Background: an optimization exercise with open tools, aiming at small area and a short achievable clock period. Do not read the settings as production practice.
The RTL was checked by simulation tests, not by an equivalence proof against the original design.

== run A ==
// fm_demod
module fm_demod (
    input  wire        clk,
    input  wire        rst,         
    input  wire        in_valid,
    input  wire [7:0]  in_i,
    input  wire [7:0]  in_q,
    output wire        out_valid,
    output wire [15:0] out_ph
);
    wire signed [8:0] a_in = $signed({1'b0, in_i}) - 9'sd127;
    wire signed [8:0] b_in = $signed({1'b0, in_q}) - 9'sd127;
    reg  signed [8:0] cur_a, cur_b, prv_a, prv_b;
    wire [4:0] an = {cur_a[8], cur_a[7], cur_a[5], cur_a[3], cur_a[1]};
    wire [4:0] ao = {cur_a[8] ^ cur_a[7], cur_a[6] ^ cur_a[5], cur_a[4] ^ cur_a[3], cur_a[2] ^ cur_a[1], cur_a[0] ^ 1'b0};
    wire [3:0] at = {(cur_a[7] & ~cur_a[6] & ~cur_a[5]) | (~cur_a[7] & cur_a[6] & cur_a[5]), (cur_a[5] & ~cur_a[4] & ~cur_a[3]) | (~cur_a[5] & cur_a[4] & cur_a[3]), (cur_a[3] & ~cur_a[2] & ~cur_a[1]) | (~cur_a[3] & cur_a[2] & cur_a[1]), (cur_a[1] & ~cur_a[0] & ~1'b0) | (~cur_a[1] & cur_a[0] & 1'b0)};
    wire [4:0] bn = {cur_b[8], cur_b[7], cur_b[5], cur_b[3], cur_b[1]};
    wire [4:0] bo = {cur_b[8] ^ cur_b[7], cur_b[6] ^ cur_b[5], cur_b[4] ^ cur_b[3], cur_b[2] ^ cur_b[1], cur_b[0] ^ 1'b0};
    wire [3:0] bt = {(cur_b[7] & ~cur_b[6] & ~cur_b[5]) | (~cur_b[7] & cur_b[6] & cur_b[5]), (cur_b[5] & ~cur_b[4] & ~cur_b[3]) | (~cur_b[5] & cur_b[4] & cur_b[3]), (cur_b[3] & ~cur_b[2] & ~cur_b[1]) | (~cur_b[3] & cur_b[2] & cur_b[1]), (cur_b[1] & ~cur_b[0] & ~1'b0) | (~cur_b[1] & cur_b[0] & 1'b0)};
    reg [4:0] prv_an, prv_ao, prv_bn, prv_bo;
    reg [3:0] prv_at, prv_bt;
    reg               v0;
    always @(posedge clk) begin
        if (rst) begin
            cur_a <= 9'sd0;
            cur_b <= 9'sd0;
            v0    <= 1'b0;
        end else begin
            v0 <= in_valid;
  ...
Size: roughly 4900 cells after synthesis, ~36 I/O pins.
clock: 7.0 ns
lec_check: 0
abc_area: 1
cap_margin: 20
core_margin: 2
core_utilization: 45
cts_buf_list: sky130_fd_sc_hd__clkbuf_4 sky130_fd_sc_hd__clkbuf_8
cts_cluster_size: 20
setup_slack_margin: 4.0
slew_margin: 20
run.sh (not shown) runs the stock make flow with config.mk's settings and CLKGATE_MAP_FILE= SYNTH_SCRIPT=/design/flow/synth_recipe.tcl, a recipe that flattens the netlist after the stock synthesis.
Per the final summary, run A finished and its layout is clean on timing, DRC and antenna.
### run A -> run B
# run A
export LEC_CHECK = 0
export ABC_AREA = 1
export CAP_MARGIN = 20
export CORE_MARGIN = 2
export CORE_UTILIZATION = 45
export CTS_BUF_LIST = sky130_fd_sc_hd__clkbuf_4 sky130_fd_sc_hd__clkbuf_8
export CTS_CLUSTER_SIZE = 20
export SETUP_SLACK_MARGIN = 4.0
export SLEW_MARGIN = 20
create_clock -name core_clock -period 7.0 [get_ports {clk}]
# run B
export LEC_CHECK = 0
export ABC_AREA = 1
export CAP_MARGIN = 20
export CORE_MARGIN = 2
export CORE_UTILIZATION = 45
export SETUP_SLACK_MARGIN = 4.1
export SLEW_MARGIN = 20
create_clock -name core_clock -period 7.0 [get_ports {clk}]
[summary]
The final layout from run B, which completed every stage, passed the timing, DRC and antenna checks at the end of the flow. Detailed route wirelength on metal3 grows slightly when moving from run A to run B. Compared run B vs run A, and critical path depth is up in run B. On run B: data required time at the worst endpoint is 0.14 ns lower than what run A gave. Run B ended up with a higher number of setup buffers added after CTS than run A did. On via density per instance, run B and run A are basically level. From run A to run B the numbers moved as follows: hold slack flat, share of final-layout standard cells stronger than drive strength 1 down 0.28 points.
diff inputs: run B => run C
# run B
export LEC_CHECK = 0
export ABC_AREA = 1
export CAP_MARGIN = 20
export CORE_MARGIN = 2
export CORE_UTILIZATION = 45
export SETUP_SLACK_MARGIN = 4.1
export SLEW_MARGIN = 20
create_clock -name core_clock -period 7.0 [get_ports {clk}]
# run C
export LEC_CHECK = 0
export ABC_AREA = 1
export CAP_MARGIN = 20
export CORE_MARGIN = 2
export CORE_UTILIZATION = 45
export SETUP_SLACK_MARGIN = 4.0
export SLEW_MARGIN = 20
create_clock -name core_clock -period 7.0 [get_ports {clk}]
--- outcome ---
Run B → run C: met1 track utilization from global routing has remained practically unchanged. Area: run C vs run B -> run C smaller. ~same placed cell area in run C and run B. Against run B as the reference, run C delivers a higher worst relative slew slack. e2_r2 as the capturing element of the worst setup path was reported by run C, and e4_r2 by run B. Taking run B as the reference, in run C wire length of the first global-routing pass held; number of cells on the worst reg-to-reg path picked up an extra 2; synthesized net count has remained practically unchanged.
Edits applied to the flow inputs when going from run C to run D:
# run C
export LEC_CHECK = 0
export ABC_AREA = 1
export CAP_MARGIN = 20
export CORE_MARGIN = 2
export CORE_UTILIZATION = 45
export SETUP_SLACK_MARGIN = 4.0
export SLEW_MARGIN = 20
create_clock -name core_clock -period 7.0 [get_ports {clk}]
# run D
export LEC_CHECK = 0
export ABC_AREA = 1
export CAP_MARGIN = 20
export CORE_MARGIN = 2
export CORE_UTILIZATION = 45
export SETUP_SLACK_MARGIN = 4.3
export SLEW_MARGIN = 20
create_clock -name core_clock -period 7.0 [get_ports {clk}]
==> flow/flow/run.sh (new file) <==
#!/bin/bash
# The standard layout (the standard.sh, unchanged synthesis), except that the
# port buffers are sky130_fd_sc_hd__buf_2 cells instead of the delay buffer
# buffer_ports picks by default.  Each tool's output goes to its own log here.
set -euo pipefail
bash standard.sh synth > synth.log 2>&1
bash standard.sh "BUFFER_PORTS_ARGS=-buffer_cell sky130_fd_sc_hd__buf_2" finish > layout.log 2>&1
cp -r orfs/logs layout_logs 2>/dev/null || true
==> flow/standard.sh (new file) <==
#!/bin/bash
# synth_recipe.tcl (not shown) runs the flow's synth.tcl, then flattens the netlist and writes it again
# the make line also repeats each setting of config.mk as NAME=value (left out here)
make -C /OpenROAD-flow-scripts/flow DESIGN_CONFIG=/design/flow/config.mk WORK_HOME=/design/flow/orfs CLKGATE_MAP_FILE= SYNTH_SCRIPT=/design/flow/synth_recipe.tcl "${@:-finish}"
removed: flow/run.sh
- Of run D and run C, run D shows the higher largest fanout of any net on the critical path, with run C below it.
- Run D ended up with a higher synthesis-to-layout area growth than run C did.
- When run D is measured against run C, its wire length of the first global-routing pass turns out about 1.2% higher.
- The run showing the smaller share of the cycle needed by the critical path after routing is run D.

afterwards: timing with drivers on the ports:
In the flow no input, the clock included, has a driving cell. The finished layouts below were timed again as built, in two steps. Step 1: set_driving_cell puts a clkbuf_16 on clk and a buf_2 on each other input, an assumption about the parent block. Step 2 also shifts input and output timing later by t, the mid clock arrival at the registers, as if the neighbouring blocks saw the same clock. Three values: ideal, step 1, step 2; two values: the first two.
run	t (ns)	setup slack, ns	hold WS [ns]	slew at the worst register clock pin (ns)
run A	0.883	4.046 / 4.046 / 3.270	0.305 / 0.305 / 0.305	0.07 / 0.07
run B	0.730	4.044 / 4.044 / 3.648	0.304 / 0.304 / 0.304	0.06 / 0.06
run C	0.731	4.047 / 4.019 / 3.700	0.287 / 0.287 / 0.287	0.07 / 0.07
run D	0.717	4.070 / 4.070 / 4.070	0.318 / 0.318 / 0.318	0.07 / 0.07
After both steps every run listed still meets setup and hold. The setup slack of run A, which loses most, moves by 0.000 ns with the drivers and by -0.776 ns with both steps.
